From an optimization exercise on the open Yosys and OpenROAD flow, aimed at small area; shortcuts taken in it are not production practice.
RTL that was checked went through simulation tests only; none was proved equivalent to the original.
No driver is modelled on the clock port, so clock power and skew are understated where the tree is cut down; a real chip needs a root buffer or a tree.
No activity file was given, so power comes from the tool's default toggle rates.

Setup of Q:
==> module sigma_delta_modulator, before the edit <==
module sigma_delta_modulator #(
    parameter integer N  = 1024,
    parameter integer F  = 14,
    parameter integer SW = F + 2,
    parameter integer M  = N / 8,
    parameter integer AW = F + 1 + $clog2(N + 2),
    parameter integer IW = (N > 1) ? $clog2(N) : 1,
    parameter integer CW = (M > 1) ? $clog2(M) : 1
) (
    input  wire          clk,
    input  wire          rst,
    input  wire          start,
    input  wire          sample_valid,
    input  wire [SW-1:0] sample_data,
    output wire [IW-1:0] sample_idx,
    output reg           busy,
    output wire          done,
    output wire          fault,
    output wire [1:0]    fault_cause,
    output reg           byte_valid,
    output wire [CW-1:0] byte_addr,
    output wire [7:0]    byte_data
);
    localparam integer HW = AW - F;             
    reg [2:0]    idx;
    reg [CW-1:0] ba;
    reg          lo0;
    reg [F-1:1]  lo_n;
    reg [HW-1:0] hi_n;
    reg          cy_n;
    reg [6:0]    sh;
    wire mod_bit = hi_n[HW-1] ^ (~cy_n & ~(|hi_n[HW-2:0]));
    wire en = sample_valid;
    wire          k1_n, k2;
    sdm_fa u_k (.a(sample_data[SW-1]), .b(~sample_data[F]), .ci(mod_bit), .s(k1_n), .co(k2));
    wire [2:0]    k       = {k2, ~k1_n, ~sample_data[F]};
    wire [HW-1:0] add_hi  = en ? {{(HW-3){k[2]}}, k} : {HW{1'b0}};
    wire [F-1:0]  add_lo  = en ? sample_data[F-1:0] : {F{1'b0}};
    wire [F:0]    c_lo_n;
    wire [HW-1:0] c_hi_n;
    wire          s_top;
    wire [F-1:1]  s_lo_n;
    wire          s_lo0;
    wire [HW-1:0] s_hi_n;
    sdm_xor   u_lo0_s (.a(lo0), .b(add_lo[0]), .y(s_lo0));
    sdm_nand3 u_lo0_c (.a(lo0), .b(sample_data[0]), .c(en), .y(c_lo_n[1]));
    assign c_hi_n[0] = cy_n;
    genvar i;
    generate
        for (i = 1; i < F; i = i + 1) begin : g_lo
            sdm_fa u_fa (.a(lo_n[i]), .b(~add_lo[i]), .ci(c_lo_n[i]), .s(s_lo_n[i]), .co(c_lo_n[i+1]));
        end
        for (i = 0; i < HW - 1; i = i + 1) begin : g_hi
            sdm_fa u_fa (.a(hi_n[i]), .b(~add_hi[i]), .ci(c_hi_n[i]), .s(s_hi_n[i]), .co(c_hi_n[i+1]));
        end
    endgenerate
    sdm_xor u_top0 (.a(hi_n[HW-1]), .b(~add_hi[HW-1]), .y(s_top));
    sdm_xor u_top1 (.a(s_top), .b(c_hi_n[HW-1]), .y(s_hi_n[HW-1]));
    wire [3:0]    ic;
    wire [2:0]    idx_inc;
    assign ic[0] = en;
    generate
        for (i = 0; i < 3; i = i + 1) begin : g_idx
            sdm_ha u_ha (.a(idx[i]), .b(ic[i]), .s(idx_inc[i]), .co(ic[i+1]));
        end
    endgenerate
    wire last_of_byte  = ic[3];                              
    wire last_of_frame = last_of_byte & (ba == M - 2);       
    wire [CW-1:0] bc;
    wire [CW-1:0] ba_inc;
    assign ba_inc[0] = ~ba[0];
    assign bc[1]     = ba[0];
    assign ba_inc[CW-1] = ba[CW-1] ^ bc[CW-1];
    generate
        for (i = 1; i < CW - 1; i = i + 1) begin : g_ba
            sdm_ha u_ha (.a(ba[i]), .b(bc[i]), .s(ba_inc[i]), .co(bc[i+1]));
        end
    endgenerate
    always @(posedge clk) begin
        if (start) begin
            lo0  <= 1'b1;
            lo_n <= {(F-1){1'b0}};
            hi_n <= {HW{1'b1}};
            cy_n <= 1'b1;
            idx  <= 3'd0;
            ba   <= {CW{1'b1}};
        end else begin
            lo0  <= s_lo0;
            lo_n <= s_lo_n;
            hi_n <= s_hi_n;
            cy_n <= c_lo_n[F];
            idx  <= idx_inc;
            if (last_of_byte)
                ba <= ba_inc;
        end
        if (en)
            sh <= {sh[5:0], mod_bit};
    end
    always @(posedge clk) begin
        if (rst) begin
            busy       <= 1'b0;
            byte_valid <= 1'b0;
        end else if (start) begin
            busy       <= 1'b1;
            byte_valid <= 1'b0;
        end else begin
            if (busy && last_of_frame)
                busy <= 1'b0;
            byte_valid <= busy && last_of_byte;
        end
    end
    assign sample_idx  = {ba_inc, idx};
    assign done        = byte_valid & ~busy;
    assign byte_addr   = ba;
    assign byte_data   = {sh, mod_bit};
    assign fault       = 1'b0;
    assign fault_cause = 2'b00;
endmodule
==> flow/config.mk <==
export PLATFORM = sky130hd
export DESIGN_NAME = sigma_delta_modulator
export DESIGN_NICKNAME = sigma_delta_modulator
export VERILOG_FILES = /design/flow/design.v
export SDC_FILE = /design/flow/constraint.sdc
export NUM_CORES = 4
export LEC_CHECK = 0
export CAP_MARGIN = 20
export CORE_MARGIN = 2
export CORE_UTILIZATION = 70
export PLACE_DENSITY = 0.8
export SLEW_MARGIN = 20
export SYNTH_HIERARCHICAL = 1
==> flow/constraint.sdc <==
create_clock -name core_clock -period 8.0 [get_ports {clk}]
set_input_delay 1.6000 -clock core_clock [delete_from_list [all_inputs] [get_ports {clk}]]
set_output_delay 1.6000 -clock core_clock [all_outputs]
set_load 0.01 [all_outputs]
standard.sh (not shown) runs the stock make flow with config.mk's settings and CLKGATE_MAP_FILE= SYNTH_SCRIPT=/design/flow/synth_recipe.tcl, a recipe that flattens the netlist after the stock synthesis.
==> flow/flow/run.sh <==
#!/bin/bash
# The standard layout with these changes:
# - the smallest buffer on each input and output port, and a stronger one
#   (instead of extra buffers) on the input ports that fan out widely
#   (port_buffers.tcl, after global placement);
set -euo pipefail
here=$(pwd)
export BUFFER_PORTS_ARGS="-buffer_cell sky130_fd_sc_hd__buf_1"
export POST_GLOBAL_PLACE_TCL="$here/flow/port_buffers.tcl"
export CTS_ARGS="-sink_clustering_enable -repair_clock_nets -dont_use_dummy_load -buf_list sky130_fd_sc_hd__clkbuf_8"
export CLK_SLEW_TARGET_PS=115
export CLK_CELLS="sky130_fd_sc_hd__clkbuf_2 sky130_fd_sc_hd__buf_2 sky130_fd_sc_hd__clkbuf_4 sky130_fd_sc_hd__buf_4 sky130_fd_sc_hd__buf_6 sky130_fd_sc_hd__clkbuf_8 sky130_fd_sc_hd__buf_8 sky130_fd_sc_hd__buf_12 sky130_fd_sc_hd__clkbuf_16"
export POST_CTS_TCL="$here/flow/clock_leaves.tcl"
bash standard.sh > standard.log 2>&1
Other scripts of this flow, unchanged in this note and not shown: flow/flow/clock_leaves.tcl, flow/flow/port_buffers.tcl
Relative to Q, the following input files were edited for T:
diff --git a/flow/design.v b/flow/design.v
--- a/flow/design.v
+++ b/flow/design.v
@@ -30,11 +30,9 @@
     reg          cy_n;
     reg [6:0]    sh;
     wire mod_bit = hi_n[HW-1] ^ (~cy_n & ~(|hi_n[HW-2:0]));
     wire en = sample_valid;
-    wire          k1_n, k2;
-    sdm_fa u_k (.a(sample_data[SW-1]), .b(~sample_data[F]), .ci(mod_bit), .s(k1_n), .co(k2));
-    wire [2:0]    k       = {k2, ~k1_n, ~sample_data[F]};
+    wire [2:0]    k       = {sample_data[SW-1], sample_data[SW-1:F]} + {mod_bit, mod_bit, 1'b1};
     wire [HW-1:0] add_hi  = en ? {{(HW-3){k[2]}}, k} : {HW{1'b0}};
     wire [F-1:0]  add_lo  = en ? sample_data[F-1:0] : {F{1'b0}};
     wire [F:0]    c_lo_n;
     wire [HW-1:0] c_hi_n;
==> summary.txt <==
- When T is set beside Q, its wire length of the first global-routing pass turns out to be 170 um smaller.
- Max post-route total power across T and Q: Q
- Diff Q -> T: final-layout worst hold slack climbed 0.027 ns; worst setup slack after layout shows an increase of 0.12 ns; cell area power density fell by 0.79%.
- On synthesized cell count, T tracks Q almost exactly.
- Compared to Q, T has worst-margin pin slew 0.11 ns higher.
- The share of cell area taken by multi-input logic gates was comparable across T and Q.
- There was hardly any difference in fraction of area in non-clock buffers between T and Q.
- Summary: with Q as the reference, maximum ir drop on the vdd rail in T moved down by more than 10%.
- Looking at fraction of the cycle the final worst path needs, T sits 1.5 points lower than Q does.
- Of T and Q, Q shows the higher relative max-transition margin, with T below it.
- Summary of the comparison: number of cells on the worst reg-to-reg path is lower in T, relative to Q.
- Total routed wirelength (T over Q): decrease, about 7.5%
Only the layout flow was run in Q; the RTL was not checked for function there.

re-timing with driven ports:
The results above use ideal ports. As a check the final layouts listed here were re-extracted and re-timed, cells and wires unchanged. Step 1: set_driving_cell puts a clkbuf_16 on clk and a buf_2 on each other input, an assumption about the parent block. Step 2, shift: input delay + t, output delay - t, t = (earliest + latest rising clock arrival at the registers) / 2. This alone moves slack from input paths to output paths. a / b / c = no drivers / after step 1 / after step 2; a / b = the first two.
run	t, ns	setup WS [ns]	worst setup path at the end
Q	0.200	0.483 / 0.506 / 0.306	input to register
T	0.197	0.606 / 0.620 / 0.423	input to register
After both steps setup and hold are still met in every run listed. For T, which loses most, drivers alone change the setup slack by +0.014 ns; drivers and shift together by -0.183 ns.
